What follows belongs to an exercise in optimizing a design on an open flow for a short achievable clock period and few clock cycles per item; a production flow would make more cautious choices. Only simulation tests tie the RTL to the original design; equivalence was not proved. Power is estimated from default activity; no workload was simulated.

===== design/flow/flow/run.sh =====
#!/bin/bash
# Own layout flow: the standard ORFS flow, with
#  - the port buffers made with buf_4 cells (instead of the default delay-buffer cell),
#  - the timing repair steps asked to leave a larger setup margin, so the resizer
#    keeps working on paths that already meet the 20 ns clock.
# The SDC, clock period, I/O delays and loads are the standard flow's, unchanged.
set -euo pipefail
here=$(pwd)
bash standard.sh \
  "BUFFER_PORTS_ARGS=-buffer_cell sky130_fd_sc_hd__buf_4" \
  "SETUP_SLACK_MARGIN=${SETUP_MARGIN_NS:-15}" \
  finish > "$here/standard_flow.log" 2>&1

===== design/flow/standard.sh =====
#!/bin/bash
# synth_recipe.tcl (not shown) runs the flow's synth.tcl, then flattens the netlist and writes it again
# the make line also repeats each setting of config.mk as NAME=value (left out here)
make -C /OpenROAD-flow-scripts/flow DESIGN_CONFIG=/design/flow/config.mk WORK_HOME=/design/flow/orfs CLKGATE_MAP_FILE= SYNTH_SCRIPT=/design/flow/synth_recipe.tcl "${@:-finish}"

===== design/flow/config.mk =====
export PLATFORM = sky130hd
export DESIGN_NAME = sce_line_filter
export DESIGN_NICKNAME = sce_line_filter
export VERILOG_FILES = /design/flow/design.v
export SDC_FILE = /design/flow/constraint.sdc
export NUM_CORES = 4
export LEC_CHECK = 0
export ABC_CLOCK_PERIOD_IN_PS = 4000
export CAP_MARGIN = 20
export CORE_MARGIN = 2
export CORE_UTILIZATION = 40
export SLEW_MARGIN = 20

===== design/flow/constraint.sdc =====
create_clock -name core_clock -period 20.0 [get_ports {clk}]
set_input_delay 4.0000 -clock core_clock [delete_from_list [all_inputs] [get_ports {clk}]]
set_output_delay 4.0000 -clock core_clock [all_outputs]
set_load 0.01 [all_outputs]

===== design/flow/design.v =====
module sce_line_filter (
    input  wire        clk,
    input  wire        rst,         
    input  wire        start,
    input  wire [15:0] len,         
    input  wire [31:0] radius,      
    input  wire        fp_mode,     
    output wire        idle,
    input  wire        in_valid,
    input  wire [31:0] in_data,
    output wire        in_ready,
    output reg         out_valid,
    output reg  [31:0] out_data,
    input  wire        out_ready
);
    localparam integer NTAPS = 17;
    localparam integer HALF  = 8;
    localparam integer FAW   = 5;
    localparam integer CAP   = (1 << FAW) - 1;
    reg        idle_r;       
    reg        in_ready_r;
    reg [15:0] rem;          
    reg [5:0]  occ;          
    reg        tk;           
    reg        otk;          
    reg        lc;           
    reg        st;           
    reg        rst_q;
    assign idle     = idle_r;
    assign in_ready = in_ready_r;
    wire start_take = start & idle_r & ~rst;
    wire in_take    = in_valid & in_ready_r & ~rst;
    wire out_take   = out_valid & out_ready & ~rst;
    wire credit = ({1'b0, occ} + {6'd0, tk}) <= CAP - 2;
    always @(posedge clk) begin
        if (rst) begin
            idle_r     <= 1'b1;
            in_ready_r <= 1'b0;
            rem        <= 16'd0;
        end else if (start_take) begin
            rem        <= len;
            idle_r     <= (len == 16'd0);
            in_ready_r <= (len != 16'd0) & credit;
        end else if (in_take) begin
            rem        <= rem - 16'd1;
            idle_r     <= (rem == 16'd1);
            in_ready_r <= (rem != 16'd1) & credit;
        end else begin
            in_ready_r <= ~idle_r & credit;
        end
    end
    reg [31:0] d_in;
    reg [15:0] len_q;
    reg [31:0] rad_q;
    reg        fp_q;
    always @(posedge clk) begin
        d_in  <= in_data;
        len_q <= len;
        rad_q <= radius;
        fp_q  <= fp_mode;
        tk    <= in_take;
        st    <= start_take;
        lc    <= idle_r;
        otk   <= out_take;
        rst_q <= rst;
    end
    always @(posedge clk) begin
        if (rst | rst_q)
            occ <= 6'd0;
        else
            occ <= occ + {5'd0, tk} - {5'd0, otk};
    end
    reg [15:0] len_r;
    reg [31:0] rad_r;
    reg        fp_r;
    reg        thr_ok;       
    reg [15:0] lo_t;         
    reg [15:0] hi_t;
    reg [15:0] pcq;          
    wire [16:0] hi_w = {1'b0, len_r} - {1'b0, rad_r[15:0]};
    always @(posedge clk) begin
        if (st) begin
            len_r <= len_q;
            rad_r <= rad_q;
            fp_r  <= fp_q;
        end
        thr_ok <= ~fp_r & ~(|rad_r[31:16]) & ~hi_w[16];
        lo_t   <= rad_r[15:0];
        hi_t   <= hi_w[15:0];
        if (st)
            pcq <= 16'd0;
        else if (tk)
            pcq <= pcq + 16'd1;
    end
    wire fast_in = thr_ok & (pcq > lo_t) & (pcq < hi_t);
    reg [31:0] wd [0:NTAPS-1];
    reg [NTAPS-1:0] wv;
    reg [NTAPS-1:0] wf;
    reg        fresh;        
    wire adv = tk | lc;
    integer i;
    always @(posedge clk) begin
        if (adv) begin
            for (i = 0; i < NTAPS - 1; i = i + 1)
                wd[i] <= wd[i+1];
            wd[NTAPS-1] <= d_in;
            wf <= {fast_in, wf[NTAPS-1:1]};
        end
        if (rst_q)
            wv <= {NTAPS{1'b0}};
        else if (adv)
            wv <= {tk, wv[NTAPS-1:1]};
        fresh <= adv & ~rst_q;
    end
    wire [NTAPS-1:0] tap_ok;
    genvar k, c;
    generate
        for (k = 0; k < NTAPS; k = k + 1) begin : g_mask
            if (k < HALF)
                assign tap_ok[k] = &wv[HALF-1:k];
            else if (k == HALF)
                assign tap_ok[k] = 1'b1;
            else
                assign tap_ok[k] = &wv[k:HALF+1];
        end
    endgenerate
    reg        v1, f1;
    reg [31:0] x1;
    reg        v2, f2;
    reg [31:0] x2;
    reg        v3, f3;
    reg [31:0] x3;
    reg        v4, f4;
    reg [31:0] x4;
    reg        v5;
    reg [31:0] r5;
    wire [31:0] q4;
    generate
        for (c = 0; c < 4; c = c + 1) begin : g_ch
            wire [7:0] tap [0:NTAPS-1];
            for (k = 0; k < NTAPS; k = k + 1) begin : g_tap
                assign tap[k] = tap_ok[k] ? wd[k][31-8*c -: 8] : 8'd0;
            end
            reg [8:0]  p1 [0:HALF-1];
            reg [7:0]  m1;
            reg [17:0] ga2, gb2, gc2;
            reg [17:0] acc3;
            reg [32:0] ha4, hb4;
            integer j;
            always @(posedge clk) begin
                for (j = 0; j < HALF; j = j + 1)
                    p1[j] <= {1'b0, tap[j]} + {1'b0, tap[NTAPS-1-j]};
                m1 <= tap[HALF];
                ga2 <= ({9'd0, p1[0]} << 3) + {9'd0, p1[0]}
                     + ({9'd0, p1[1]} << 4)
                     + ({9'd0, p1[2]} << 4) + ({9'd0, p1[2]} << 3)
                     + ({9'd0, p1[3]} << 5) + ({9'd0, p1[3]} << 1) + {9'd0, p1[3]};
                gb2 <= ({9'd0, p1[4]} << 5) + ({9'd0, p1[4]} << 4) - {9'd0, p1[4]}
                     + ({9'd0, p1[5]} << 6) - ({9'd0, p1[5]} << 2) - {9'd0, p1[5]}
                     + ({9'd0, p1[6]} << 6) + ({9'd0, p1[6]} << 3) - ({9'd0, p1[6]} << 1);
                gc2 <= ({9'd0, p1[7]} << 6) + ({9'd0, p1[7]} << 4) - ({9'd0, p1[7]} << 1) - {9'd0, p1[7]}
                     + ({10'd0, m1} << 6) + ({10'd0, m1} << 4);
                acc3 <= ga2 + gb2 + gc2;
                ha4 <= ({15'd0, acc3} << 15) - ({15'd0, acc3} << 13) - ({15'd0, acc3} << 11);
                hb4 <= ({15'd0, acc3} << 8) + ({15'd0, acc3} << 4) + ({15'd0, acc3} << 2) + {15'd0, acc3};
            end
            wire [32:0] prod = ha4 - hb4;
            assign q4[31-8*c -: 8] = prod[31:24];
        end
    endgenerate
    always @(posedge clk) begin
        v1 <= fresh & wv[HALF] & ~rst_q;
        f1 <= wf[HALF];
        x1 <= wd[HALF];
        v2 <= v1 & ~rst_q;  f2 <= f1;  x2 <= x1;
        v3 <= v2 & ~rst_q;  f3 <= f2;  x3 <= x2;
        v4 <= v3 & ~rst_q;  f4 <= f3;  x4 <= x3;
        v5 <= v4 & ~rst_q;
        r5 <= f4 ? x4 : q4;
    end
    reg [31:0]    fmem [0:CAP];
    reg [FAW-1:0] wptr, rptr;
    wire        f_ne  = (rptr != wptr);
    wire        avail = (f_ne | v5) & ~rst_q;
    wire [31:0] cand  = f_ne ? fmem[rptr] : r5;
    wire        load  = avail & (~out_valid | out_ready);
    always @(posedge clk) begin
        if (v5 & ~rst_q)
            fmem[wptr] <= r5;
    end
    always @(posedge clk) begin
        if (rst) begin
            out_valid <= 1'b0;
            wptr      <= {FAW{1'b0}};
            rptr      <= {FAW{1'b0}};
        end else begin
            if (v5 & ~rst_q)
                wptr <= wptr + 1'b1;
            if (load) begin
                out_valid <= 1'b1;
                out_data  <= cand;
                rptr      <= rptr + 1'b1;
            end else if (out_ready) begin
                out_valid <= 1'b0;
            end
        end
    end
endmodule

==> results of run 1 <==
state kept, by name (all words and copies together), names as in the netlist, 68 cells and up:
register,cells
g_ch.gb2,72
fmem,1024
g_ch.hb4,108
g_ch.ga2,68
wd,544
g_ch.acc3,72
g_ch.p1,288
g_ch.ha4,80
g_ch.gc2,72
worst max path at each step:
stage / from / endpoint / slack [ns] / cells after the start
global route: out_data[10]$_DFFE_PP_ / out_data[10] / 14.26 / 1
global placement: rptr[0]$_SDFFE_PP0P_ / out_data[29]$_DFFE_PP_ / 13.43 / 9
finish: out_data[10]$_DFFE_PP_ / out_data[10] / 14.32 / 1
detailed placement: rptr[0]$_SDFFE_PP0P_ / out_data[31]$_DFFE_PP_ / 13.38 / 9
CTS: out_data[10]$_DFFE_PP_ / out_data[10] / 14.24 / 1
floorplan: out_ready / out_data[0]$_DFFE_PP_ / 14.67 / 4
report_power, final:
group          leakage (nW)  internal [mW]  switching (mW)  total (mW)
Sequential             24.8           7.09           0.655        7.75
Clock                  5.22           3.54            2.38        5.92
Combinational          36.1           3.04            3.83        6.87
Total                  66.1           13.7            6.87        20.5
cell families (layout without fill, tap and decap cells):
logic type      after synthesis  count (layout)  synth area share (%)
other cells                   0               4                     0
xor+xnor                    715             715                 4.472
mux                         356             356                 5.404
compound gates             1498            1498                 6.955
flops                      2775            2775                 51.52
fa+ha+maj                  1938            1938                 21.12
simple gates               1642            1642                 6.098
buf+inv                    1640            2249                 4.425
layout by cell type, fill, tap and decap left out, types with 58 or more instances in the layout:
| master | Yosys | layout |
|---|---|---|
| inv_1 | 1439 | 1428 |
| o21ai_0 | 232 | 225 |
| nand2_1 | 305 | 300 |
| mux4_2 | 320 | 320 |
| clkbuf_16 | 0 | 321 |
| a21o_1 | 236 | 236 |
| fa_1 | 710 | 702 |
| xnor2_1 | 532 | 526 |
| and2_1 | 236 | 236 |
| clkbuf_1 | 158 | 68 |
| edfxtp_1 | 1658 | 1658 |
| nor2_1 | 332 | 298 |
| nand3_1 | 112 | 112 |
| nor3_1 | 104 | 98 |
| xor2_1 | 183 | 181 |
| o21a_1 | 58 | 58 |
| buf_4 | 1 | 182 |
| dfxtp_1 | 1117 | 1082 |
| nor2b_1 | 60 | 58 |
| nand2b_1 | 59 | 59 |
| ha_1 | 1228 | 1203 |
| and3_1 | 272 | 268 |
| o21bai_1 | 169 | 168 |
| a21oi_1 | 488 | 470 |
final cells by class:
class | instances | area (µm²) | area share (%)
flip-flops and latches | 2775 | 72220 | 45.48
multi-input cells | 6149 | 62640 | 39.45
clock buffers | 423 | 8756 | 5.515
well taps | 4599 | 5754 | 3.624
inverters | 1440 | 5415 | 3.411
repair buffers | 231 | 2028 | 1.277
clock inverters | 155 | 1949 | 1.228
diodes | 4 | 10.01 | 0.006304
stage by stage:
stage / std cells / hold slack [ns] / util (%) / setup slack [ns] / area, µm²
2_1_floorplan: 10564 / 0.3096 / - / 14.67 / 140200
3_3_place_gp: 15171 / 0.3104 / 42.12 / 13.43 / 147000
3_5_place_dp: 15173 / 0.3121 / 42.13 / 13.38 / 147000
4_1_cts: 15758 / 0.3183 / 45.35 / 14.24 / 158200
5_1_grt: 15773 / 0.3273 / 45.51 / 14.26 / 158800
6_report: 15776 / 0.3212 / 45.51 / 14.32 / 158800
synthesized netlist by cell type (104+ instances only):
cell type  number  area (µm²)
a21o_1        236        1772
a21oi_1       488        2442
and2_1        236        1476
and3_1        272        1702
clkbuf_1      158       593.1
dfxtp_1      1117       22360
edfxtp_1     1658       49790
fa_1          710       14210
ha_1         1228       15360
inv_1        1439        5401
mux4_2        320        7207
nand2_1       305        1145
nand3_1       112       560.5
nor2_1        332        1246
nor3_1        104       520.5
o21ai_0       232        1161
o21bai_1      169        1269
xnor2_1       532        4659
xor2_1        183        1603
repair_timing:
| item | in CTS | in global routing |
|---|---|---|
| buffers inserted | 7 | 14 |
| pin swaps | 23 | 62 |
| endpoints found under the setup margin | 82 | 82 |
| resized for setup | 102 | 83 |
| endpoints found under the hold margin | 0 | 0 |
| gates cloned | 0 | 0 |
layer usage:
layer | part of all wire, % | vias to the layer above | global-route usage [%]
li1 | - | 37704 | -
met1 | 46 | 40128 | 23.90
met2 | 47 | 1638 | 28.53
met3 | 5.1 | 382 | 2.619
met4 | 1.9 | 2 | 3.608
met5 | 0.0042 | - | 0
==> results.json, run 1 <==
{
  "final-hold-violation-count": 0,
  "synth_top_flop_cell": "edfxtp_1",
  "cp_num_buf_inv": 1,
  "syn_to_final_growth_pct": 13.38,
  "dp_hpwl_um": 212700,
  "initial_utilization_pct": 40.14,
  "r2r_start": "g_ch[2].p1[4][0]$_DFF_P_",
  "fp.dieW_um": 595.7,
  "powerDensity_nw_per_um2": 129.4,
  "arrival_ns": 1.68,
  "synthDistinctLibCells": 93,
  "fillers": 30634,
  "clk_path_buf_depth": 4,
  "cts_tree": "yes",
  "peakVddDrop_mv": 0.1262,
  "dieArea_um2": 354800,
  "hold_depth": 0,
  "cts-root-buf": "clkbuf_16",
  "startpoint_type": "flip-flop",
  "cp-end-kind": "primary output",
  "hold_path_end": "x3[12]$_DFF_P_",
  "drive_above_1_share_pct": 11.55,
  "dr.pass1.iters": 5,
  "setup_tns_ns": 0,
  "post-route-period-util_pct": 28.38,
  "crit_slowest_cell": "edfxtp_1",
  "synth_edf_count": 1658,
  "rsz0062_at_grt": "true",
  "cp_cell_sequence": "buf_6",
  "cts_sinks": 2775,
  "netlist_instances": 10564,
  "grt_pass1_vias": 83392,
  "routabilityCongestion": 0.8491,
  "crit_path_max_fanout": 1,
  "p_leak_nw": 66.10,
  "drc": 0,
  "r2r_slack_ns": 15.01,
  "io_pins": 121,
  "postCtsHoldBufs": 0,
  "syn_nets": 12588,
  "ys_seq_elements": 2775,
  "worst_pin_slew_ns": 1.136,
  "drt-vias-per-instance": 5.062,
  "crit_type": "reg -> out",
  "worst_path_largest_cell_delay_ns": 0.55,
  "dr.first_iter.drc_count": 5360,
  "syn_area_per_cell_um2": 13.26,
  "outcome": "timing/DRC/antenna clean",
  "cap_violations": 0,
  "rows": 217,
  "globalRoute.totalOverflow": 0,
  "io_buffer_count": 120,
  "setup_violations": 0,
  "slew_headroom_pct": 24.16,
  "htreeDepth": 5,
  "crit_family": "flip-flops",
  "drv_slew": 0,
  "path_clk_slew_ns": 0.06,
  "grt_max_degree": 159,
  "cts_made_buffers": 310,
  "fin_crit_ns": 5.677,
  "critPathRequiredTime_ns": 16.00,
  "num-nets-final": 12931,
  "synth_warnings": 6,
  "power_mw": 20.54,
  "syn_area_um2": 140000,
  "antenna_found_initial": 7,
  "wl_per_cell_um": 19.52,
  "ant_nets": 0,
  "grt_pass1_wl_um": 479700,
  "wl_um": 307900,
  "finClkSkew_ns": 0.07366,
  "postSynth.asyncResetShare_pct": 0,
  "core_um2": 348900,
  "hp-class": "reg -> reg",
  "grt_use_total_pct": 17.21,
  "max_freq_mhz": 176.2,
  "rr_worst_depth": 20,
  "rr_endpoint": "g_ch[2].gb2[16]$_DFF_P_",
  "ys_seq_area_share_pct": 51.52,
  "vias": 79854,
  "clk_latency_ns": 0.93,
  "hp-start": "x2[12]$_DFF_P_",
  "die-height_um": 595.7
}
Testbench counts, summed over its fixed seeds: cycles 10,510, items 10,254.
==> run 2, diff against run 1 <==
==> design/flow/run.sh (new file) <==
#!/bin/bash
# synth_recipe.tcl (not shown) runs the flow's synth.tcl, then flattens the netlist and writes it again
# the make line also repeats each setting of config.mk as NAME=value (left out here)
make -C /OpenROAD-flow-scripts/flow DESIGN_CONFIG=/design/flow/config.mk WORK_HOME=/design/flow/orfs CLKGATE_MAP_FILE= SYNTH_SCRIPT=/design/flow/synth_recipe.tcl finish
--- a/design/flow/config.mk
+++ b/design/flow/config.mk
@@ -5,7 +5,6 @@
 export SDC_FILE = /design/flow/constraint.sdc
 export NUM_CORES = 4
 export LEC_CHECK = 0
-export ABC_CLOCK_PERIOD_IN_PS = 4000
 export CAP_MARGIN = 20
 export CORE_MARGIN = 2
 export CORE_UTILIZATION = 40
removed: design/flow/flow/run.sh
removed: design/flow/standard.sh
==> results.json, run 2 <==
{
  "hp-class": "reg -> reg",
  "largest_register_ffs": 1024,
  "cp-end-kind": "primary output",
  "peakVddDrop_mv": 0.1411,
  "grt_pass1_vias": 83992,
  "finClkSkew_ns": 0.05557,
  "ys_seq_elements": 2775,
  "crit_type": "reg -> out",
  "startpoint_type": "flip-flop",
  "use_met3_pct": 2.261,
  "syn_area_per_cell_um2": 13.26,
  "drv_slew": 0,
  "clk_path_buf_depth": 4,
  "wl_per_cell_um": 19.35,
  "cts_sinks": 2775,
  "drc": 0,
  "synthDistinctLibCells": 93,
  "synth_compound_area_share_pct": 6.955,
  "dieArea_um2": 354800,
  "grt_max_degree": 168,
  "syn_to_final_growth_pct": 12.64,
  "crit_path_max_fanout": 6,
  "die-height_um": 595.7,
  "dr.first_iter.drc_count": 5587,
  "ys_seq_area_share_pct": 51.52,
  "clk_latency_ns": 0.91,
  "final-hold-violation-count": 0,
  "drt-vias-per-instance": 5.058,
  "final_area_um2": 157700,
  "grt_pass1_wl_um": 479200,
  "cp_cell_sequence": "clkdlybuf4s50_1",
  "synth_warnings": 6,
  "synth_edf_count": 1658,
  "syn_area_um2": 140000,
  "grtUsageMet2_pct": 28.17,
  "post-route-period-util_pct": 29.65,
  "layout_common_cells": "edfxtp_1 (1658), inv_1 (1439), ha_1 (1228)",
  "cap_violations": 0,
  "synth_top_family_by_area": "adder cells",
  "synthMuxAreaShare_pct": 5.404,
  "synth_most_common_cell": "edfxtp_1",
  "p_leak_nw": 65.59,
  "io_buffer_count": 120,
  "rows": 217,
  "routabilityCongestion": 0.8478,
  "cp_num_buf_inv": 1,
  "biggestRegsByFlops": "fmem x1024, wd x544, g_ch.p1 x288",
  "io_pins": 121,
  "ctsResizeCount": 0,
  "outcome": "timing/DRC/antenna clean",
  "arrival_ns": 1.93,
  "synth_area_leaders": "edfxtp_1 (36%), dfxtp_1 (16%), ha_1 (11%)",
  "critPathRequiredTime_ns": 16.00,
  "path_clk_slew_ns": 0.06,
  "worst_pin_slew_ns": 1.176,
  "cts_made_buffers": 308,
  "postCtsHoldBufs": 0,
  "pre_cts_slack_ns": 13.59,
  "postSynth.asyncResetShare_pct": 0,
  "fp.dieW_um": 595.7,
  "setup_tns_ns": 0,
  "max_freq_mhz": 168.6,
  "setup_violations": 0,
  "top_register": "fmem",
  "fin_crit_ns": 5.931,
  "netlist_instances": 10564,
  "yosysTopAreaCell": "edfxtp_1",
  "powerDensity_nw_per_um2": 129.6,
  "crit_slowest_cell": "clkdlybuf4s50_1",
  "final_common_cell": "edfxtp_1",
  "initial_utilization_pct": 40.14,
  "cts-root-buf": "clkbuf_16",
  "place_inst": 15176,
  "dr.pass1.iters": 6,
  "ant_nets": 0,
  "cts_setup_buffers": 0,
  "rsz0062_at_grt": "false",
  "slew_headroom_pct": 21.59,
  "num-nets-final": 12911,
  "fin_ws_ns": 14.07,
  "cts_tree": "yes",
  "worst_path_largest_cell_delay_ns": 0.59,
  "fillers": 30725,
  "crit_family": "buffers and inverters",
  "synth_xor_area_share_pct": 4.472,
  "synth_commonest_cells": "edfxtp_1 (1658), inv_1 (1439), ha_1 (1228), dfxtp_1 (1117), fa_1 (710)",
  "synth_top_flop_cell": "edfxtp_1",
  "htreeDepth": 5,
  "core_um2": 348900,
  "final_cells": 15750,
  "drive_above_1_share_pct": 9.260,
  "grt_use_total_pct": 17.13,
  "vias": 79658,
  "antenna_found_initial": 12,
  "globalRoute.totalOverflow": 0,
  "grt_busiest_layer": "met2",
  "holdWs_ns": 0.3167,
  "place_area_um2": 147200,
  "synth_top_area_share_pct": 35.55,
  "synth-simple-area-share_pct": 6.098,
  "met1_usage_pct": 24.09,
  "synth_fa_ha_area_share_pct": 21.12,
  "syn_nets": 12588,
  "wl_um": 304800,
  "dp_hpwl_um": 213700
}
[run 2: cell types whose count changed in the layout (fill, tap and decap cells not counted), moves of 15 or more]
cell             before   now
clkdlybuf4s50_1       0   119
ha_1               1203  1228
a21oi_2              17     2
dfxtp_1            1082  1098
buf_4               182    91
a21oi_1             470   488
buf_6                37     0
ha_4                 22     0
[run 2: worst paths after layout]
check | from | endpoint | slack [ns] | cells past startpoint
setup reg to reg | g_ch[2].p1[4][0]$_DFF_P_ | g_ch[2].gb2[16]$_DFF_P_ | 14.50 | 20
setup / recovery | idle_r$_SDFFE_PP1P_ | idle | 14.07 | 1
hold / removal | x3[1]$_DFF_P_ | x4[1]$_DFF_P_ | 0.32 | 0
hold reg to reg | x3[1]$_DFF_P_ | x4[1]$_DFF_P_ | 0.32 | 0
[run 2: final cells by class]
class,count,area [µm²],share of cell area [%]
sequential,2775,72180,45.76
multi-input combinational,6149,61950,39.28
clock buffer,421,8615,5.462
tap,4599,5754,3.648
inverter,1440,5413,3.432
timing repair buffer,213,1919,1.217
clock inverter,147,1882,1.193
antenna,6,15.01,0.009519
[run 2: power by group]
group / switching, mW / total (mW) / internal (mW)
sequential: 0.621 / 7.71 / 7.09
combinational: 3.86 / 6.91 / 3.05
clock: 2.39 / 5.83 / 3.44
total: 6.87 / 20.4 / 13.6
[run 2: cells by family (layout without fill, tap and decap cells)]
logic type,count (synthesis),count (layout)
multiplexers,356,356
adder cells (fa/ha/maj),1938,1938
AND/OR/NAND/NOR,1642,1642
AO/OA/AOI/OAI,1498,1498
flip-flops,2775,2775
buffers and inverters,1640,2221
other,0,6
XOR/XNOR,715,715
[run 2: per-layer routing]
metal	share of wire, %	vias to the layer above
li1	-	37618
met1	46	39962
met2	47	1686
met3	4.8	392
met4	2.0	0
met5	0	-
[run 2: stage by stage]
step                total power, mW  util [%]
CTS                           20.63     45.20
global placement              14.50     42.19
global route                  21.79     45.21
finish                        20.44     45.21
detailed placement            14.69     42.19
floorplan                     12.99         -
==> run 3, diff against run 2 <==
--- a/design/flow/design.v
+++ b/design/flow/design.v
@@ -18,39 +18,47 @@
     localparam integer FAW   = 5;
     localparam integer CAP   = (1 << FAW) - 1;
     reg        idle_r;       
-    reg        in_ready_r;
-    reg [15:0] rem;          
+    reg        in_ready_r;   
+    reg        idle_i;       
+    reg        rdy_i;        
+    reg [15:0] rem_d;        
     reg [5:0]  occ;          
     reg        tk;           
     reg        otk;          
     reg        lc;           
     reg        st;           
     reg        rst_q;
+    reg [15:0] len_q;
     assign idle     = idle_r;
     assign in_ready = in_ready_r;
-    wire start_take = start & idle_r & ~rst;
-    wire in_take    = in_valid & in_ready_r & ~rst;
-    wire out_take   = out_valid & out_ready & ~rst;
+    wire start_take = start & idle_i & ~rst;
+    wire in_take    = in_valid & rdy_i & ~rst;
     wire credit = ({1'b0, occ} + {6'd0, tk}) <= CAP - 2;
+    wire last1 = st ? (len_q == 16'd1) : tk ? (rem_d == 16'd2) : (rem_d == 16'd1);
+    wire len_nz = |len;
     always @(posedge clk) begin
         if (rst) begin
             idle_r     <= 1'b1;
             in_ready_r <= 1'b0;
-            rem        <= 16'd0;
         end else if (start_take) begin
-            rem        <= len;
-            idle_r     <= (len == 16'd0);
-            in_ready_r <= (len != 16'd0) & credit;
+            idle_r     <= ~len_nz;
+            in_ready_r <= len_nz & credit;
         end else if (in_take) begin
-            rem        <= rem - 16'd1;
-            idle_r     <= (rem == 16'd1);
-            in_ready_r <= (rem != 16'd1) & credit;
+            idle_r     <= last1;
+            in_ready_r <= ~last1 & credit;
         end else begin
-            in_ready_r <= ~idle_r & credit;
-        end
+            in_ready_r <= ~idle_i & credit;
+        end
+        idle_i <= rst | (idle_i & ~(start & len_nz)) | (in_take & last1);
+        rdy_i  <= ~rst & credit & ((start_take & len_nz) | (in_take & ~last1) | (~in_take & ~idle_i));
+    end
+    always @(posedge clk) begin
+        if (st)
+            rem_d <= len_q;
+        else if (tk)
+            rem_d <= rem_d - 16'd1;
     end
     reg [31:0] d_in;
-    reg [15:0] len_q;
     reg [31:0] rad_q;
     reg        fp_q;
     always @(posedge clk) begin
@@ -60,8 +68,7 @@
         fp_q  <= fp_mode;
         tk    <= in_take;
         st    <= start_take;
-        lc    <= idle_r;
-        otk   <= out_take;
+        lc    <= idle_i;
         rst_q <= rst;
     end
     always @(posedge clk) begin
@@ -183,7 +190,12 @@
     wire        f_ne  = (rptr != wptr);
     wire        avail = (f_ne | v5) & ~rst_q;
     wire [31:0] cand  = f_ne ? fmem[rptr] : r5;
-    wire        load  = avail & (~out_valid | out_ready);
+    reg         ov_i;        
+    wire        load  = avail & (~ov_i | out_ready);
+    always @(posedge clk) begin
+        otk  <= ov_i & out_ready & ~rst;
+        ov_i <= ~rst & (load | (ov_i & ~out_ready));
+    end
     always @(posedge clk) begin
         if (v5 & ~rst_q)
             fmem[wptr] <= r5;
@@ -198,11 +210,16 @@
                 wptr <= wptr + 1'b1;
             if (load) begin
                 out_valid <= 1'b1;
-                out_data  <= cand;
                 rptr      <= rptr + 1'b1;
             end else if (out_ready) begin
                 out_valid <= 1'b0;
             end
         end
     end
+    always @(posedge clk) begin
+        if (rst_q)
+            out_data <= 32'd0;
+        else if (load)
+            out_data <= cand;
+    end
 endmodule
==> design/flow/flow/run.sh (new file) <==
#!/bin/bash
# Own layout flow: the standard ORFS flow, with
#  - the port buffers made with buf_4 cells (instead of the default delay-buffer cell),
#  - the timing repair steps asked to leave a larger setup margin, so the resizer
#    keeps working on paths that already meet the 20 ns clock.
# The SDC, clock period, I/O delays and loads are the standard flow's, unchanged.
set -euo pipefail
here=$(pwd)
bash standard.sh \
  "BUFFER_PORTS_ARGS=-buffer_cell sky130_fd_sc_hd__buf_4" \
  "SETUP_SLACK_MARGIN=${SETUP_MARGIN_NS:-15}" \
  finish > "$here/standard_flow.log" 2>&1
==> design/flow/standard.sh (new file) <==
#!/bin/bash
# synth_recipe.tcl (not shown) runs the flow's synth.tcl, then flattens the netlist and writes it again
# the make line also repeats each setting of config.mk as NAME=value (left out here)
make -C /OpenROAD-flow-scripts/flow DESIGN_CONFIG=/design/flow/config.mk WORK_HOME=/design/flow/orfs CLKGATE_MAP_FILE= SYNTH_SCRIPT=/design/flow/synth_recipe.tcl "${@:-finish}"
--- a/design/flow/config.mk
+++ b/design/flow/config.mk
@@ -5,6 +5,7 @@
 export SDC_FILE = /design/flow/constraint.sdc
 export NUM_CORES = 4
 export LEC_CHECK = 0
+export ABC_CLOCK_PERIOD_IN_PS = 4000
 export CAP_MARGIN = 20
 export CORE_MARGIN = 2
 export CORE_UTILIZATION = 40
removed: design/flow/run.sh
==> results.json, run 3 <==
{
  "path_clk_slew_ns": 0.06,
  "fp.dieW_um": 597.5,
  "setup_violations": 0,
  "vias": 82371,
  "cts_sinks": 2778,
  "startpoint_type": "flip-flop",
  "p_leak_nw": 66.56,
  "clk_path_buf_depth": 4,
  "synthDistinctLibCells": 89,
  "drc": 0,
  "r2r_slack_ns": 14.78,
  "critPathRequiredTime_ns": 16.00,
  "synth_most_common_cell": "edfxtp_1",
  "fin_ws_ns": 14.56,
  "synth_area_leaders": "edfxtp_1 (35%), dfxtp_1 (16%), ha_1 (11%)",
  "powerDensity_nw_per_um2": 127.2,
  "globalRoute.totalOverflow": 0,
  "ant_nets": 0,
  "layout_common_cells": "edfxtp_1 (1642), inv_1 (1424), ha_1 (1198)",
  "top_register": "fmem",
  "finClkSkew_ns": 0.09120,
  "synth_warnings": 6,
  "dieArea_um2": 357000,
  "final-hold-violation-count": 0,
  "regArea_um2": 72210,
  "ys_seq_area_share_pct": 51.14,
  "routabilityCongestion": 0.8639,
  "grt_use_total_pct": 17.57,
  "worst_path_largest_cell_delay_ns": 0.36,
  "setup_tns_ns": 0,
  "core_um2": 350000,
  "rr_endpoint": "g_ch[3].gb2[17]$_DFF_P_",
  "dr.first_iter.drc_count": 5658,
  "fin_crit_ns": 5.444,
  "synth_top_area_share_pct": 35.00,
  "crit_type": "reg -> out",
  "die-height_um": 597.5,
  "grt_max_degree": 102,
  "rsz0062_at_grt": "true",
  "crit_path_max_fanout": 2,
  "multi_input_area_um2": 63520,
  "initial_utilization_pct": 40.26,
  "crit_family": "flip-flops",
  "synth_commonest_cells": "edfxtp_1 (1642), inv_1 (1448), ha_1 (1231), dfxtp_1 (1136), fa_1 (710)",
  "grt_pass1_wl_um": 492600,
  "htreeDepth": 5,
  "post-route-period-util_pct": 27.22,
  "final_cells": 16076,
  "final_area_um2": 159800,
  "grt_pass1_vias": 85975,
  "ys_seq_elements": 2778,
  "cts_made_buffers": 308,
  "final_common_cell": "edfxtp_1",
  "cts-root-buf": "clkbuf_16",
  "place_inst": 15441,
  "hold_depth": 0,
  "arrival_ns": 1.44,
  "cp_cell_sequence": "buf_6",
  "hp-class": "reg -> reg",
  "io_pins": 121,
  "cp-end-kind": "primary output",
  "fillers": 30744,
  "syn_area_um2": 140900,
  "cap_violations": 0,
  "cts_tree": "yes",
  "dp_hpwl_um": 216800,
  "drv_slew": 0,
  "wl_per_cell_um": 19.66,
  "holdWs_ns": 0.2869,
  "rows": 217,
  "worst_pin_slew_ns": 1.114,
  "netlist_instances": 10857,
  "yosysTopAreaCell": "edfxtp_1",
  "slew_headroom_pct": 25.63,
  "syn_to_final_growth_pct": 13.45,
  "synth_edf_count": 1642,
  "largest_register_ffs": 1024,
  "hold_path_end": "x3[13]$_DFF_P_",
  "r2r_start": "g_ch[3].p1[4][0]$_DFF_P_",
  "pre_cts_slack_ns": 14.03,
  "io_buffer_count": 120,
  "antenna_found_initial": 20,
  "max_freq_mhz": 183.7,
  "syn_area_per_cell_um2": 12.98,
  "dr.pass1.iters": 6,
  "hp-start": "x2[13]$_DFF_P_",
  "drive_above_1_share_pct": 11.98,
  "crit_slowest_cell": "dfxtp_4",
  "biggestRegsByFlops": "fmem x1024, wd x544, g_ch.p1 x288",
  "clk_latency_ns": 0.94,
  "wl_um": 316000,
  "drt-vias-per-instance": 5.124,
  "syn_nets": 12884,
  "rr_worst_depth": 26,
  "num-nets-final": 13237,
  "outcome": "timing/DRC/antenna clean",
  "postSynth.asyncResetShare_pct": 0,
  "cp_num_buf_inv": 1,
  "place_area_um2": 147700,
  "peakVddDrop_mv": 0.1465,
  "synth_top_flop_cell": "edfxtp_1"
}
-- run 3: kinds of logic (layout without fill, tap and decap cells) --
| logic type | Yosys count | count (layout) | synth area share (%) |
|---|---|---|---|
| flip-flops | 2778 | 2778 | 51.14 |
| adder cells (fa/ha/maj) | 1941 | 1941 | 21.02 |
| AND/OR/NAND/NOR | 1735 | 1735 | 6.383 |
| buffers and inverters | 1669 | 2281 | 4.484 |
| AO/OA/AOI/OAI | 1613 | 1613 | 7.253 |
| XOR/XNOR | 738 | 738 | 4.588 |
| multiplexers | 383 | 383 | 5.133 |
| other | 0 | 8 | 0 |
-- run 3: metal layers --
layer / vias to the layer above / global-route usage, % / part of all wire, %
met5: - / 0 / 0
met1: 41216 / 24.35 / 46
met3: 481 / 2.385 / 5.1
met4: 0 / 4.250 / 2.3
met2: 1990 / 29.12 / 47
li1: 38684 / - / -
-- run 3: through the flow --
step                      utilization, %  power (mW)
after CTS                          45.50       20.48
after global routing               45.67       21.67
final                              45.67       20.34
after global placement             42.20       14.28
after detailed placement           42.21       14.46
after floorplan                        -       12.71
-- run 3: cell type report --
| cell class | instances | area share (%) |
|---|---|---|
| sequential | 2778 | 45.18 |
| multi-input combinational | 6410 | 39.74 |
| clock buffer | 405 | 5.421 |
| tap | 4599 | 3.600 |
| inverter | 1450 | 3.410 |
| timing repair buffer | 262 | 1.341 |
| clock inverter | 164 | 1.300 |
| antenna | 8 | 0.01252 |
-- run 3: worst max path at each step --
stage / start / end / slack (ns) / depth (start not counted)
final: out_data[18]$_SDFFE_PP0P_ / out_data[18] / 14.56 / 1
after global routing: out_data[9]$_SDFFE_PP0P_ / out_data[9] / 14.49 / 1
after CTS: out_data[9]$_SDFFE_PP0P_ / out_data[9] / 14.48 / 1
after detailed placement: out_ready / out_data[2]$_SDFFE_PP0P_ / 14.03 / 9
after global placement: out_ready / out_data[10]$_SDFFE_PP0P_ / 14.06 / 9
after floorplan: g_ch[3].p1[4][0]$_DFF_P_ / g_ch[3].gb2[17]$_DFF_P_ / 15.00 / 22
-- run 3: report_power, final --
group,switching (mW),leakage [nW],internal [mW],total [mW]
clock network,2.40,5.23,3.52,5.93
registers,0.684,24.8,7.04,7.73
logic,3.76,36.5,2.92,6.69
total,6.85,66.6,13.5,20.3
-- run 3: what timing repair did --
item | in CTS | in global routing
buffers inserted | 40 | 18
pin swaps | 39 | 61
hold buffers | 0 | 0
endpoints found under the setup margin | 48 | 54
resized for setup | 136 | 97
Testbench counts of run 3, summed over its fixed seeds: cycles 10,510, items 10,254.
==> run 4, diff against run 3 <==
--- a/design/flow/config.mk
+++ b/design/flow/config.mk
@@ -8,5 +8,5 @@
 export ABC_CLOCK_PERIOD_IN_PS = 4000
 export CAP_MARGIN = 20
 export CORE_MARGIN = 2
-export CORE_UTILIZATION = 40
+export CORE_UTILIZATION = 60
 export SLEW_MARGIN = 20
==> results.json, run 4 <==
{
  "grt_use_total_pct": 26.45,
  "grt_pass1_wl_um": 485600,
  "p_leak_nw": 66.26,
  "globalRoute.totalOverflow": 0,
  "top_register": "fmem",
  "final_common_cell": "edfxtp_1",
  "seq_power_share_pct": 38.5,
  "largest_register_ffs": 1024,
  "synth_top_area_share_pct": 35.00,
  "postSynth.asyncResetShare_pct": 0,
  "syn_nets": 12884,
  "post-route-period-util_pct": 27.20,
  "final_cells": 14566,
  "critPathRequiredTime_ns": 16.00,
  "rows": 177,
  "r2r_start": "g_ch[3].p1[4][0]$_DFF_P_",
  "fin_crit_ns": 5.440,
  "cap_violations": 0,
  "antenna_found_initial": 13,
  "dr.first_iter.drc_count": 5379,
  "p_sw_mw": 6.674,
  "path_clk_slew_ns": 0.06,
  "synth_most_common_cell": "edfxtp_1",
  "synth_commonest_cells": "edfxtp_1 (1642), inv_1 (1448), ha_1 (1231), dfxtp_1 (1136), fa_1 (710)",
  "arrival_ns": 1.44,
  "vias": 82223,
  "grt_pass1_vias": 85312,
  "die-height_um": 488.6,
  "cp_cell_sequence": "buf_6",
  "netlist_instances": 10857,
  "clk_path_buf_depth": 4,
  "crit_path_max_fanout": 2,
  "synth_edf_count": 1642,
  "drt-vias-per-instance": 5.645,
  "worst_pin_slew_ns": 1.214,
  "biggestRegsByFlops": "fmem x1024, wd x544, g_ch.p1 x288",
  "powerDensity_nw_per_um2": 127.7,
  "dr.pass1.iters": 6,
  "num-nets-final": 13218,
  "ys_seq_area_share_pct": 51.14,
  "clk_latency_ns": 0.95,
  "ys_seq_elements": 2778,
  "core_um2": 233000,
  "hold_depth": 0,
  "worst_path_largest_cell_delay_ns": 0.36,
  "outcome": "timing/DRC/antenna clean",
  "crit_type": "reg -> out",
  "synth_top_flop_cell": "edfxtp_1",
  "fp.dieW_um": 488.6,
  "rr_worst_depth": 22,
  "swShare_pct": 33.23,
  "rr_endpoint": "g_ch[3].gb2[17]$_DFF_P_",
  "startpoint_type": "flip-flop",
  "synth_area_leaders": "edfxtp_1 (35%), dfxtp_1 (16%), ha_1 (11%)",
  "routabilityCongestion": 0.8578,
  "power.internal_mw": 13.41,
  "hp-start": "x3[16]$_DFF_P_",
  "cts-root-buf": "clkbuf_16",
  "fin_util_pct": 67.52,
  "wl_per_cell_um": 21.36,
  "hp-class": "reg -> reg",
  "io_buffer_count": 120,
  "place_inst": 13971,
  "drive_above_1_share_pct": 11.54,
  "combPwrFrac_pct": 33.1,
  "max_freq_mhz": 183.8,
  "cts_made_buffers": 307,
  "wl_um": 311200,
  "io_pins": 121,
  "crit_family": "flip-flops",
  "drv_slew": 0,
  "rsz0062_at_grt": "true",
  "grt_max_degree": 137,
  "syn_area_per_cell_um2": 12.98,
  "slew_headroom_pct": 18.21,
  "cts_tree": "yes",
  "htreeDepth": 5,
  "initial_utilization_pct": 60.47,
  "final-hold-violation-count": 0,
  "yosysTopAreaCell": "edfxtp_1",
  "layout_common_cells": "edfxtp_1 (1642), inv_1 (1426), ha_1 (1205)",
  "fillers": 16936,
  "crit_slowest_cell": "dfxtp_2",
  "ant_nets": 0,
  "dp_hpwl_um": 216300,
  "setup_tns_ns": 0,
  "cts_sinks": 2778,
  "syn_to_final_growth_pct": 11.65,
  "drc": 0,
  "finClkSkew_ns": 0.06416,
  "r2r_slack_ns": 14.84,
  "setup_violations": 0,
  "hold_path_end": "x4[16]$_DFF_P_",
  "synth_warnings": 6,
  "clkPwrFrac_pct": 28.4,
  "dieArea_um2": 238700,
  "syn_area_um2": 140900,
  "peakVddDrop_mv": 0.1427,
  "synthDistinctLibCells": 89,
  "cp_num_buf_inv": 1,
  "cp-end-kind": "primary output"
}
-- run 4: cell counts after synthesis --
No cell type changed its count.
-- run 4: cells by family after synthesis --
kind of cell	synth area share, %
DFF	51.14
adders and majority gates	21.02
and+or+nand+nor	6.383
buffers and inverters	4.484
AOI/OAI and AO/OA	7.253
xor gates and xnor gates	4.588
muxes	5.133
-- run 4: how the worst max path moves through the flow --
stage	cells after the start	slack [ns]	to	from
floorplan	22	15.00	g_ch[3].gb2[17]$_DFF_P_	g_ch[3].p1[4][0]$_DFF_P_
global placement	9	14.17	out_data[9]$_SDFFE_PP0P_	out_ready
finish	1	14.56	out_data[31]	out_data[31]$_SDFFE_PP0P_
CTS	1	14.51	out_data[26]	out_data[26]$_SDFFE_PP0P_
global route	1	14.52	out_data[28]	out_data[28]$_SDFFE_PP0P_
detailed placement	9	14.05	out_data[9]$_SDFFE_PP0P_	out_ready
-- run 4: power groups by stage --
stage | sequential [mW] | combinational (mW) | clock (mW)
floorplan | 7.54 | 5.17 | 0
global placement | 7.83 | 6.45 | 0
detailed placement | 7.86 | 6.56 | 0
CTS | 7.75 | 6.63 | 5.80
global route | 7.82 | 7.52 | 6.02
finish | 7.74 | 6.65 | 5.70
-- run 4: stage by stage --
stage               hold WS, ns  instance area (µm²)  worst slack (ns)  total power [mW]
detailed placement       0.3121               145800             14.05             14.41
CTS                      0.3142               156600             14.51             20.18
finish                   0.3150               157300             14.56             20.09
floorplan                0.3096               141000             15.00             12.71
global placement         0.3101               145800             14.17             14.27
global route             0.3246               157300             14.52             21.37
-- run 4: layer usage --
metal	global-route usage (%)	vias to the layer above	wire, µm
met2	45.17	1919	153600
met1	35.79	41201	134200
met4	7.960	0	8985
met3	2.853	505	14420
li1	-	38598	-
met5	0	-	0
-- run 4: final cells by class --
class | instances | area, µm² | area share (%)
sequential | 2778 | 72190 | 45.89
multi-input combinational | 6410 | 63470 | 40.35
clock buffer | 400 | 8497 | 5.402
inverter | 1450 | 5455 | 3.468
tap | 3132 | 3919 | 2.491
timing repair buffer | 244 | 2051 | 1.304
clock inverter | 145 | 1705 | 1.084
antenna | 7 | 17.52 | 0.01114
-- run 4: what timing repair did --
| action | CTS | global route |
|---|---|---|
| gates cloned | 0 | 0 |
| hold buffers | 0 | 0 |
| gates resized for setup | 121 | 111 |
| pin swaps | 24 | 60 |
| setup endpoints to repair | 47 | 230 |
| endpoints found under the hold margin | 0 | 0 |
| buffers inserted | 23 | 18 |
==> run 5, diff against run 4 <==
--- a/design/flow/design.v
+++ b/design/flow/design.v
@@ -150,7 +150,7 @@
             end
             reg [8:0]  p1 [0:HALF-1];
             reg [7:0]  m1;
-            reg [17:0] ga2, gb2, gc2;
+            reg [17:0] ga2, gb2, gc2, gd2;
             reg [17:0] acc3;
             reg [32:0] ha4, hb4;
             integer j;
@@ -160,14 +160,14 @@
                 m1 <= tap[HALF];
                 ga2 <= ({9'd0, p1[0]} << 3) + {9'd0, p1[0]}
                      + ({9'd0, p1[1]} << 4)
-                     + ({9'd0, p1[2]} << 4) + ({9'd0, p1[2]} << 3)
-                     + ({9'd0, p1[3]} << 5) + ({9'd0, p1[3]} << 1) + {9'd0, p1[3]};
-                gb2 <= ({9'd0, p1[4]} << 5) + ({9'd0, p1[4]} << 4) - {9'd0, p1[4]}
-                     + ({9'd0, p1[5]} << 6) - ({9'd0, p1[5]} << 2) - {9'd0, p1[5]}
+                     + ({9'd0, p1[2]} << 4) + ({9'd0, p1[2]} << 3);
+                gb2 <= ({9'd0, p1[3]} << 5) + ({9'd0, p1[3]} << 1) + {9'd0, p1[3]}
+                     + ({9'd0, p1[4]} << 5) + ({9'd0, p1[4]} << 4) - {9'd0, p1[4]};
+                gc2 <= ({9'd0, p1[5]} << 6) - ({9'd0, p1[5]} << 2) - {9'd0, p1[5]}
                      + ({9'd0, p1[6]} << 6) + ({9'd0, p1[6]} << 3) - ({9'd0, p1[6]} << 1);
-                gc2 <= ({9'd0, p1[7]} << 6) + ({9'd0, p1[7]} << 4) - ({9'd0, p1[7]} << 1) - {9'd0, p1[7]}
+                gd2 <= ({9'd0, p1[7]} << 6) + ({9'd0, p1[7]} << 4) - ({9'd0, p1[7]} << 1) - {9'd0, p1[7]}
                      + ({10'd0, m1} << 6) + ({10'd0, m1} << 4);
-                acc3 <= ga2 + gb2 + gc2;
+                acc3 <= ga2 + gb2 + gc2 + gd2;
                 ha4 <= ({15'd0, acc3} << 15) - ({15'd0, acc3} << 13) - ({15'd0, acc3} << 11);
                 hb4 <= ({15'd0, acc3} << 8) + ({15'd0, acc3} << 4) + ({15'd0, acc3} << 2) + {15'd0, acc3};
             end
@@ -216,10 +216,13 @@
             end
         end
     end
-    always @(posedge clk) begin
+    reg [31:0] od_i;
+    always @(posedge clk) begin
+        if (load)
+            od_i <= cand;
         if (rst_q)
             out_data <= 32'd0;
-        else if (load)
-            out_data <= cand;
+        else
+            out_data <= load ? cand : od_i;
     end
 endmodule
--- a/design/flow/config.mk
+++ b/design/flow/config.mk
@@ -8,5 +8,5 @@
 export ABC_CLOCK_PERIOD_IN_PS = 4000
 export CAP_MARGIN = 20
 export CORE_MARGIN = 2
-export CORE_UTILIZATION = 60
+export CORE_UTILIZATION = 72
 export SLEW_MARGIN = 20
==> results.json, run 5 <==
{
  "outcome": "timing/DRC/antenna clean",
  "drv_slew": 0,
  "fin_ws_ns": 14.55,
  "largest_register_ffs": 1024,
  "swShare_pct": 33.60,
  "netlist_instances": 10859,
  "cp-end-kind": "primary output",
  "rows": 163,
  "power_mw": 20.30,
  "postSynth.asyncResetShare_pct": 0,
  "post-route-period-util_pct": 27.25,
  "finClkSkew_ns": 0.06818,
  "layout_common_cells": "edfxtp_1 (1642), inv_1 (1352), ha_1 (1245)",
  "path_clk_slew_ns": 0.07,
  "dieArea_um2": 201900,
  "hold_depth": 0,
  "syn_nets": 12876,
  "synth_top_flop_cell": "edfxtp_1",
  "dr.pass1.iters": 8,
  "ant_nets": 0,
  "drc": 0,
  "syn_to_final_growth_pct": 10.05,
  "core_um2": 197200,
  "max_freq_mhz": 183.5,
  "antenna_found_initial": 15,
  "synth_edf_count": 1642,
  "startpoint_type": "flip-flop",
  "syn_area_um2": 142800,
  "ys_seq_area_share_pct": 51.94,
  "cts_made_buffers": 303,
  "crit_slowest_cell": "dfxtp_4",
  "drt-vias-per-instance": 6.146,
  "top_register": "fmem",
  "crit_path_max_fanout": 1,
  "syn_area_per_cell_um2": 13.15,
  "grt_pass1_vias": 89751,
  "routabilityCongestion": 0.8924,
  "io_buffer_count": 120,
  "yosysTopAreaCell": "edfxtp_1",
  "combPwrFrac_pct": 33.8,
  "dr.first_iter.drc_count": 8682,
  "fp.dieW_um": 449.3,
  "worst_pin_slew_ns": 1.263,
  "clk_latency_ns": 0.96,
  "cts_sinks": 2883,
  "grt_max_degree": 137,
  "grt_use_total_pct": 33.63,
  "final-hold-violation-count": 0,
  "place_inst": 13503,
  "slew_headroom_pct": 14.92,
  "synth_commonest_cells": "edfxtp_1 (1642), inv_1 (1355), ha_1 (1245), dfxtp_1 (1241), fa_1 (686)",
  "peakVddDrop_mv": 0.1994,
  "cp_cell_sequence": "buf_6",
  "rsz0062_at_grt": "true",
  "p_leak_nw": 66.61,
  "cts_tree": "yes",
  "final_cells": 14052,
  "synthDistinctLibCells": 85,
  "vias": 86364,
  "crit_type": "reg -> out",
  "num-nets-final": 13188,
  "crit_family": "flip-flops",
  "rr_worst_depth": 9,
  "clkPwrFrac_pct": 27.4,
  "final_common_cell": "edfxtp_1",
  "synth_most_common_cell": "edfxtp_1",
  "cp_num_buf_inv": 1,
  "rr_endpoint": "out_data[29]$_SDFF_PP0_",
  "wl_per_cell_um": 23.98,
  "power.internal_mw": 13.48,
  "grt_pass1_wl_um": 519300,
  "clk_path_buf_depth": 4,
  "ys_seq_elements": 2883,
  "synth_warnings": 6,
  "io_pins": 121,
  "biggestRegsByFlops": "fmem x1024, wd x544, g_ch.p1 x288",
  "dp_hpwl_um": 216400,
  "synth_top_area_share_pct": 34.54,
  "pre_cts_slack_ns": 14.17,
  "critPathRequiredTime_ns": 16.00,
  "setup_tns_ns": 0,
  "drive_above_1_share_pct": 10.02,
  "cp.depth": 1,
  "wl_um": 336900,
  "synth_area_leaders": "edfxtp_1 (35%), dfxtp_1 (17%), ha_1 (11%)",
  "globalRoute.totalOverflow": 0,
  "fin_crit_ns": 5.450,
  "hp-class": "reg -> reg",
  "cap_violations": 0,
  "powerDensity_nw_per_um2": 129.2,
  "hp-start": "x3[11]$_DFF_P_",
  "worst_path_largest_cell_delay_ns": 0.37,
  "arrival_ns": 1.45,
  "htreeDepth": 5,
  "setup_violations": 0,
  "initial_utilization_pct": 72.39,
  "p_sw_mw": 6.821,
  "fin_util_pct": 79.66,
  "cts-root-buf": "clkbuf_16",
  "hold_path_end": "x4[11]$_DFF_P_",
  "seq_power_share_pct": 38.8,
  "die-height_um": 449.3,
  "r2r_slack_ns": 15.17
}
-- run 5: cell types whose count changed after synthesis, sizes merged, moves of 27 or more --
cell / change
nor2: +61
mux2: -55
a22oi: -28
dfxtp: +105
nor2b: +63
a31oi: -42
nand3: -40
inv: -93
mux2i: -27
mux4: +54
-- run 5: power groups by stage --
stage	clock network [mW]	registers (mW)	logic, mW
floorplan	0	7.80	5.13
global placement	0	7.93	6.52
detailed placement	0	7.96	6.72
CTS	5.60	7.86	6.82
global route	5.82	7.94	7.71
finish	5.57	7.87	6.86
-- run 5: per-layer routing --
layer / up-vias / track usage, % / share of wire [%]
met1: 42788 / 45.18 / 39
met2: 4036 / 55.71 / 48
li1: 38608 / - / -
met3: 930 / 4.943 / 8.0
met5: - / 0 / 0.0024
met4: 2 / 13.41 / 4.5
-- run 5: layout make-up --
type,instances,area (µm²)
well taps,2640,3303
flip-flops and latches,2883,74250
diodes,7,17.52
clock buffers,424,8603
repair buffers,212,1752
multi-input cells,6415,62980
inverters,1356,5097
clock inverters,115,1109
fillers,11235,40100
-- run 5: through the flow --
step / instance area [µm²] / hold slack [ns]
after global routing: 157100 / 0.3201
after global placement: 147100 / 0.3115
after detailed placement: 147100 / 0.3121
after floorplan: 142800 / 0.3096
final: 157100 / 0.3052
after CTS: 157000 / 0.2952
-- run 5: what timing repair did --
item / in CTS / in global routing
hold buffers: 0 / 0
setup endpoints to repair: 35 / 46
setup buffers: 1 / 2
resized for setup: 67 / 25
pin swaps: 0 / 3
-- run 5: how the worst max path moves through the flow --
| stage | from | to | slack [ns] |
|---|---|---|---|
| 3_3_place_gp | len[10] | in_ready_r$_SDFF_PP0_ | 14.16 |
| 5_1_grt | out_data[0]$_SDFF_PP0_ | out_data[0] | 14.51 |
| 6_report | out_data[0]$_SDFF_PP0_ | out_data[0] | 14.55 |
| 3_5_place_dp | len[10] | in_ready_r$_SDFF_PP0_ | 14.17 |
| 2_1_floorplan | out_ready | flip-flop | 15.00 |
| 4_1_cts | out_data[0]$_SDFF_PP0_ | out_data[0] | 14.51 |
-- run 5: logic make-up after synthesis --
family                   share of synthesized area [%]
flip-flops                                       51.94
AND/OR/NAND/NOR                                  6.495
multiplexers                                     5.295
AO/OA/AOI/OAI                                    6.913
XOR/XNOR                                         4.669
buffers and inverters                            4.154
adder cells (fa/ha/maj)                          20.53
Testbench counts of run 5, summed over its fixed seeds: cycles 10,510, items 10,254.
==> run 6, diff against run 5 <==
--- a/design/flow/config.mk
+++ b/design/flow/config.mk
@@ -8,5 +8,5 @@
 export ABC_CLOCK_PERIOD_IN_PS = 4000
 export CAP_MARGIN = 20
 export CORE_MARGIN = 2
-export CORE_UTILIZATION = 72
+export CORE_UTILIZATION = 60
 export SLEW_MARGIN = 20
==> results.json, run 6 <==
{
  "outcome": "timing/DRC/antenna clean",
  "rows": 179,
  "cp_num_buf_inv": 1,
  "dr.pass1.iters": 6,
  "max_freq_mhz": 184.7,
  "syn_area_um2": 142800,
  "p_leak_nw": 66.97,
  "crit_type": "reg -> out",
  "final-hold-violation-count": 0,
  "synth_warnings": 6,
  "cts-root-buf": "clkbuf_16",
  "seq_power_share_pct": 38.5,
  "wl_met1_um": 140200,
  "rsz0062_at_grt": "true",
  "postSynth.asyncResetShare_pct": 0,
  "num-nets-final": 13207,
  "peakVddDrop_mv": 0.1440,
  "hp-class": "reg -> reg",
  "biggestRegsByFlops": "fmem x1024, wd x544, g_ch.p1 x288",
  "ant_nets": 0,
  "fp.dieW_um": 491.8,
  "drv_slew": 0,
  "dr.first_iter.drc_count": 5882,
  "io_pins": 121,
  "worst_pin_slew_ns": 1.115,
  "crit_family": "flip-flops",
  "finClkSkew_ns": 0.1012,
  "clk_path_buf_depth": 4,
  "largest_register_ffs": 1024,
  "dp_hpwl_um": 211400,
  "grt_pass1_vias": 84840,
  "ys_seq_elements": 2883,
  "cp-end-kind": "primary output",
  "synth_area_leaders": "edfxtp_1 (35%), dfxtp_1 (17%), ha_1 (11%)",
  "synthDistinctLibCells": 85,
  "syn_area_per_cell_um2": 13.15,
  "fillers": 17125,
  "setup_violations": 0,
  "final_cells": 14610,
  "fin_crit_ns": 5.415,
  "final_common_cell": "edfxtp_1",
  "wl_per_cell_um": 21.01,
  "top_register": "fmem",
  "p_sw_mw": 6.719,
  "clkPwrFrac_pct": 28.4,
  "slew_headroom_pct": 25.67,
  "path_clk_slew_ns": 0.06,
  "io_buffer_count": 120,
  "worst_path_largest_cell_delay_ns": 0.36,
  "setup_tns_ns": 0,
  "die-height_um": 491.8,
  "powerDensity_nw_per_um2": 128.7,
  "cts_tree": "yes",
  "yosysTopAreaCell": "edfxtp_1",
  "syn_nets": 12876,
  "wl_um": 307000,
  "grt_max_degree": 135,
  "dieArea_um2": 241800,
  "synth_edf_count": 1642,
  "clk_latency_ns": 0.96,
  "arrival_ns": 1.41,
  "combPwrFrac_pct": 33.1,
  "layout_common_cells": "edfxtp_1 (1642), inv_1 (1350), ha_1 (1245)",
  "swShare_pct": 32.93,
  "cts_sinks": 2883,
  "antenna_found_initial": 12,
  "grt_use_total_pct": 25.63,
  "synth_top_area_share_pct": 34.54,
  "startpoint_type": "flip-flop",
  "core_um2": 237200,
  "dr_wl_met3_um": 14650,
  "drive_above_1_share_pct": 10.32,
  "cap_violations": 0,
  "initial_utilization_pct": 60.19,
  "htreeDepth": 5,
  "synth_commonest_cells": "edfxtp_1 (1642), inv_1 (1355), ha_1 (1245), dfxtp_1 (1241), fa_1 (686)",
  "ys_seq_area_share_pct": 51.94,
  "synth_top_flop_cell": "edfxtp_1",
  "post-route-period-util_pct": 27.07,
  "syn_to_final_growth_pct": 11.00,
  "routabilityCongestion": 0.8715,
  "grt_pass1_wl_um": 482100,
  "globalRoute.totalOverflow": 0,
  "critPathRequiredTime_ns": 16.00,
  "cp_cell_sequence": "buf_6",
  "drc": 0,
  "top_layer": "met4",
  "power.internal_mw": 13.68,
  "postCtsHoldBufs": 0,
  "place_inst": 14035,
  "met2WireLength_um": 145500,
  "cts_made_buffers": 319,
  "drt-vias-per-instance": 5.607,
  "crit_slowest_cell": "dfxtp_4",
  "vias": 81922,
  "crit_path_max_fanout": 1,
  "synth_most_common_cell": "edfxtp_1",
  "netlist_instances": 10859
}
[run 6: cell families (layout without fill, tap and decap cells)]
group           count (synthesis)  in the layout  share of synthesized area (%)
simple gates                 1796           1796                          6.495
compound gates               1572           1572                          6.913
xor+xnor                      761            761                          4.669
other cells                     0              5                              0
fa+ha+maj                    1931           1931                          20.53
buf+inv                      1561           2140                          4.154
mux                           355            355                          5.295
flops                        2883           2883                          51.94
[run 6: final cells by class]
cell class,instances,area (µm²),share of cell area [%]
antenna,5,12.51,0.007896
inverter,1356,5097,3.217
clock buffer,409,8806,5.557
multi-input combinational,6415,62990,39.75
timing repair buffer,215,1764,1.113
clock inverter,160,1584,0.9997
tap,3167,3963,2.501
sequential,2883,74240,46.85
[run 6: path summary, 6_finish.rpt]
kind	start	end	slack, ns	cells after the start
max	out_data[24]$_SDFF_PP0_	out_data[24]	14.59	1
max reg2reg	g_ch[2].p1[7][5]$_DFF_P_	g_ch[2].gd2[17]$_DFF_P_	15.29	22
min reg2reg	x3[15]$_DFF_P_	x4[15]$_DFF_P_	0.27	0
min	x3[15]$_DFF_P_	x4[15]$_DFF_P_	0.27	0
[run 6: power groups by stage]
| stage | logic (mW) | registers (mW) | clock network (mW) |
|---|---|---|---|
| after global placement | 6.58 | 7.94 | 0 |
| after floorplan | 5.13 | 7.80 | 0 |
| after global routing | 7.65 | 7.93 | 6.15 |
| after CTS | 6.76 | 7.85 | 5.92 |
| final | 6.76 | 7.85 | 5.80 |
| after detailed placement | 6.69 | 7.95 | 0 |
[run 6: timing repair]
item                       CTS  global route
gates resized for setup     72            35
buffers inserted             0             1
pin swaps                    0             3
setup endpoints to repair   51            54
cloned                       0             0
[run 6: routing by layer]
layer  GRT usage (%)  vias up
li1                -    38671
met1           37.02    40821
met2           41.84     1955
met3           2.836      475
met4           6.251        0
met5               0        -
[run 6: through the flow]
step	setup slack, ns	cell area (µm²)	hold slack [ns]	util, %	power [mW]
after floorplan	15.00	142800	0.3096	-	12.93
after global placement	14.13	147800	0.3098	62.31	14.53
after detailed placement	14.18	147800	0.3121	62.31	14.65
after CTS	14.51	158400	0.2709	66.77	20.52
after global routing	14.51	158500	0.2756	66.81	21.72
final	14.59	158500	0.2742	66.81	20.40
==> run 7, diff against run 6 <==
--- a/design/flow/design.v
+++ b/design/flow/design.v
@@ -103,7 +103,6 @@
     reg [31:0] wd [0:NTAPS-1];
     reg [NTAPS-1:0] wv;
     reg [NTAPS-1:0] wf;
-    reg        fresh;        
     wire adv = tk | lc;
     integer i;
     always @(posedge clk) begin
@@ -117,18 +116,27 @@
             wv <= {NTAPS{1'b0}};
         else if (adv)
             wv <= {tk, wv[NTAPS-1:1]};
-        fresh <= adv & ~rst_q;
-    end
+    end
+    wire [31:0]      sd [0:NTAPS-1];
+    wire [NTAPS-1:0] sv = {tk, wv[NTAPS-1:1]};
+    genvar k, c;
+    generate
+        for (k = 0; k < NTAPS; k = k + 1) begin : g_sh
+            if (k == NTAPS - 1)
+                assign sd[k] = d_in;
+            else
+                assign sd[k] = wd[k+1];
+        end
+    endgenerate
     wire [NTAPS-1:0] tap_ok;
-    genvar k, c;
     generate
         for (k = 0; k < NTAPS; k = k + 1) begin : g_mask
             if (k < HALF)
-                assign tap_ok[k] = &wv[HALF-1:k];
+                assign tap_ok[k] = &sv[HALF-1:k];
             else if (k == HALF)
                 assign tap_ok[k] = 1'b1;
             else
-                assign tap_ok[k] = &wv[k:HALF+1];
+                assign tap_ok[k] = &sv[k:HALF+1];
         end
     endgenerate
     reg        v1, f1;
@@ -139,14 +147,12 @@
     reg [31:0] x3;
     reg        v4, f4;
     reg [31:0] x4;
-    reg        v5;
-    reg [31:0] r5;
     wire [31:0] q4;
     generate
         for (c = 0; c < 4; c = c + 1) begin : g_ch
             wire [7:0] tap [0:NTAPS-1];
             for (k = 0; k < NTAPS; k = k + 1) begin : g_tap
-                assign tap[k] = tap_ok[k] ? wd[k][31-8*c -: 8] : 8'd0;
+                assign tap[k] = tap_ok[k] ? sd[k][31-8*c -: 8] : 8'd0;
             end
             reg [8:0]  p1 [0:HALF-1];
             reg [7:0]  m1;
@@ -176,15 +182,15 @@
         end
     endgenerate
     always @(posedge clk) begin
-        v1 <= fresh & wv[HALF] & ~rst_q;
-        f1 <= wf[HALF];
-        x1 <= wd[HALF];
+        v1 <= adv & sv[HALF] & ~rst_q;
+        f1 <= wf[HALF+1];
+        x1 <= sd[HALF];
         v2 <= v1 & ~rst_q;  f2 <= f1;  x2 <= x1;
         v3 <= v2 & ~rst_q;  f3 <= f2;  x3 <= x2;
         v4 <= v3 & ~rst_q;  f4 <= f3;  x4 <= x3;
-        v5 <= v4 & ~rst_q;
-        r5 <= f4 ? x4 : q4;
-    end
+    end
+    wire        v5 = v4;
+    wire [31:0] r5 = f4 ? x4 : q4;
     reg [31:0]    fmem [0:CAP];
     reg [FAW-1:0] wptr, rptr;
     wire        f_ne  = (rptr != wptr);
==> results.json, run 7 <==
{
  "startpoint_type": "flip-flop",
  "rsz0062_at_grt": "true",
  "largest_register_ffs": 1024,
  "synth_most_common_cell": "edfxtp_1",
  "cts_tree": "yes",
  "cp-end-kind": "primary output",
  "setup_tns_ns": 0,
  "cts_made_buffers": 312,
  "slew_headroom_pct": 24.57,
  "syn_nets": 12849,
  "netlist_instances": 10832,
  "grt_pass1_vias": 84803,
  "path_clk_slew_ns": 0.06,
  "cts_sinks": 2815,
  "dp_hpwl_um": 225600,
  "grt_max_degree": 181,
  "fin_crit_ns": 5.446,
  "drv_slew": 0,
  "io_pins": 121,
  "wl_per_cell_um": 22.20,
  "outcome": "timing/DRC/antenna clean",
  "peakVddDrop_mv": 0.1348,
  "setup_violations": 0,
  "swShare_pct": 33.39,
  "ant_nets": 0,
  "biggestRegsByFlops": "fmem x1024, wd x512, g_ch.p1 x288",
  "synth_edf_count": 1609,
  "drt-vias-per-instance": 5.712,
  "rr_endpoint": "g_ch[3].gd2[17]$_DFF_P_",
  "cp_cell_sequence": "buf_6",
  "synth_warnings": 6,
  "power.internal_mw": 13.74,
  "syn_to_final_growth_pct": 10.98,
  "ys_seq_elements": 2815,
  "antenna_found_initial": 15,
  "cts-root-buf": "clkbuf_16",
  "critPathRequiredTime_ns": 16.00,
  "p_leak_nw": 66.39,
  "htreeDepth": 5,
  "hold_path_end": "x4[13]$_DFF_P_",
  "crit_path_max_fanout": 1,
  "finClkSkew_ns": 0.1296,
  "num-nets-final": 13181,
  "synth_top_area_share_pct": 34.10,
  "synth_top_flop_cell": "edfxtp_1",
  "max_freq_mhz": 183.6,
  "crit_slowest_cell": "dfxtp_2",
  "synthDistinctLibCells": 93,
  "r2r_slack_ns": 15.26,
  "dr.first_iter.drc_count": 6165,
  "final-hold-violation-count": 0,
  "core_um2": 235000,
  "combPwrFrac_pct": 35.0,
  "initial_utilization_pct": 60.30,
  "clkPwrFrac_pct": 27.5,
  "fp.dieW_um": 489.9,
  "vias": 83169,
  "synth_commonest_cells": "edfxtp_1 (1609), inv_1 (1328), ha_1 (1245), dfxtp_1 (1206), fa_1 (686)",
  "worst_pin_slew_ns": 1.117,
  "arrival_ns": 1.45,
  "ys_seq_area_share_pct": 51.15,
  "top_register": "fmem",
  "dieArea_um2": 240000,
  "wl_um": 323300,
  "grt_use_total_pct": 26.88,
  "syn_area_um2": 141700,
  "drive_above_1_share_pct": 10.49,
  "io_buffer_count": 120,
  "cp_num_buf_inv": 1,
  "post-route-period-util_pct": 27.23,
  "fillers": 17076,
  "r2r_start": "g_ch[3].p1[7][0]$_DFF_P_",
  "seq_power_share_pct": 37.5,
  "synth_area_leaders": "edfxtp_1 (34%), dfxtp_1 (17%), ha_1 (11%)",
  "clk_latency_ns": 0.98,
  "rows": 178,
  "yosysTopAreaCell": "edfxtp_1",
  "final_common_cell": "edfxtp_1",
  "grt_pass1_wl_um": 495200,
  "powerDensity_nw_per_um2": 131.2,
  "hold_depth": 0,
  "power_mw": 20.63,
  "p_sw_mw": 6.889,
  "globalRoute.totalOverflow": 0,
  "crit_type": "reg -> out",
  "die-height_um": 489.9,
  "drc": 0,
  "hp-start": "x3[13]$_DFF_P_",
  "clk_path_buf_depth": 4,
  "crit_family": "flip-flops",
  "dr.pass1.iters": 5,
  "hp-class": "reg -> reg",
  "postSynth.asyncResetShare_pct": 0,
  "worst_path_largest_cell_delay_ns": 0.36,
  "cap_violations": 0,
  "routabilityCongestion": 0.8876,
  "syn_area_per_cell_um2": 13.08,
  "rr_worst_depth": 20,
  "layout_common_cells": "edfxtp_1 (1609), inv_1 (1327), ha_1 (1245)"
}
run 7: repair_timing:
item | CTS | global route
gates resized for setup | 83 | 13
pin swaps | 0 | 1
setup endpoints to repair | 49 | 52
hold buffers | 0 | 0
buffers inserted | 0 | 6
run 7: worst max path at each step:
| stage | start | end | slack, ns | depth (start not counted) |
|---|---|---|---|---|
| final | out_data[13]$_SDFF_PP0_ | out_data[13] | 14.55 | 1 |
| after global routing | out_data[13]$_SDFF_PP0_ | out_data[13] | 14.51 | 1 |
| after CTS | out_data[13]$_SDFF_PP0_ | out_data[13] | 14.49 | 1 |
| after detailed placement | out_ready | out_data[0]$_SDFF_PP0_ | 14.11 | 6 |
| after global placement | out_ready | out_data[0]$_SDFF_PP0_ | 14.19 | 6 |
| after floorplan | out_ready | flip-flop | 15.00 | 7 |
run 7: power by group through the flow:
stage | Sequential [mW] | Combinational (mW) | Clock [mW]
after floorplan | 7.65 | 5.49 | 0
after global placement | 7.86 | 6.98 | 0
after detailed placement | 7.85 | 7.14 | 0
after CTS | 7.75 | 7.22 | 5.78
after global routing | 7.80 | 8.10 | 6.01
final | 7.74 | 7.22 | 5.67
run 7: kinds of logic (layout without fill, tap and decap cells):
group	Yosys count	count (layout)	synth area share, %
other	0	6	0
adders and majority gates	1931	1931	20.69
AOI/OAI and AO/OA	1601	1601	7.255
and+or+nand+nor	1842	1842	6.708
xor gates and xnor gates	755	755	4.667
DFF	2815	2815	51.15
muxes	356	356	5.344
buffers and inverters	1532	2104	4.191
run 7: cell type report:
class | count | area, µm² | share of cell area [%]
inverters | 1329 | 4996 | 3.178
clock buffers | 418 | 8836 | 5.620
repair buffers | 221 | 1849 | 1.176
diodes | 6 | 15.01 | 0.009550
well taps | 3150 | 3941 | 2.507
multi-input cells | 6485 | 63680 | 40.50
flip-flops and latches | 2815 | 72560 | 46.15
clock inverters | 136 | 1349 | 0.8579
run 7: per-stage QoR:
step           util (%)  area [µm²]  instances  hold WS [ns]  worst slack (ns)
2_1_floorplan         -      141700      10832        0.3096             15.00
3_3_place_gp      62.45      146700      13993        0.3095             14.19
3_5_place_dp      62.45      146700      13994        0.3121             14.11
4_1_cts           66.88      157100      14548        0.2285             14.49
5_1_grt           66.91      157200      14556        0.2489             14.51
6_report          66.92      157200      14560        0.2330             14.55
run 7: per-layer routing:
metal  track usage (%)  up-vias  wire length, µm
met5                 0        -               13
met2             41.84     2254           146800
li1                  -    38737                -
met4             6.559        2             7027
met3             3.769      442            20400
met1             40.12    41734           149000
Testbench counts of run 7, summed over its fixed seeds: cycles 10,494, items 10,254.
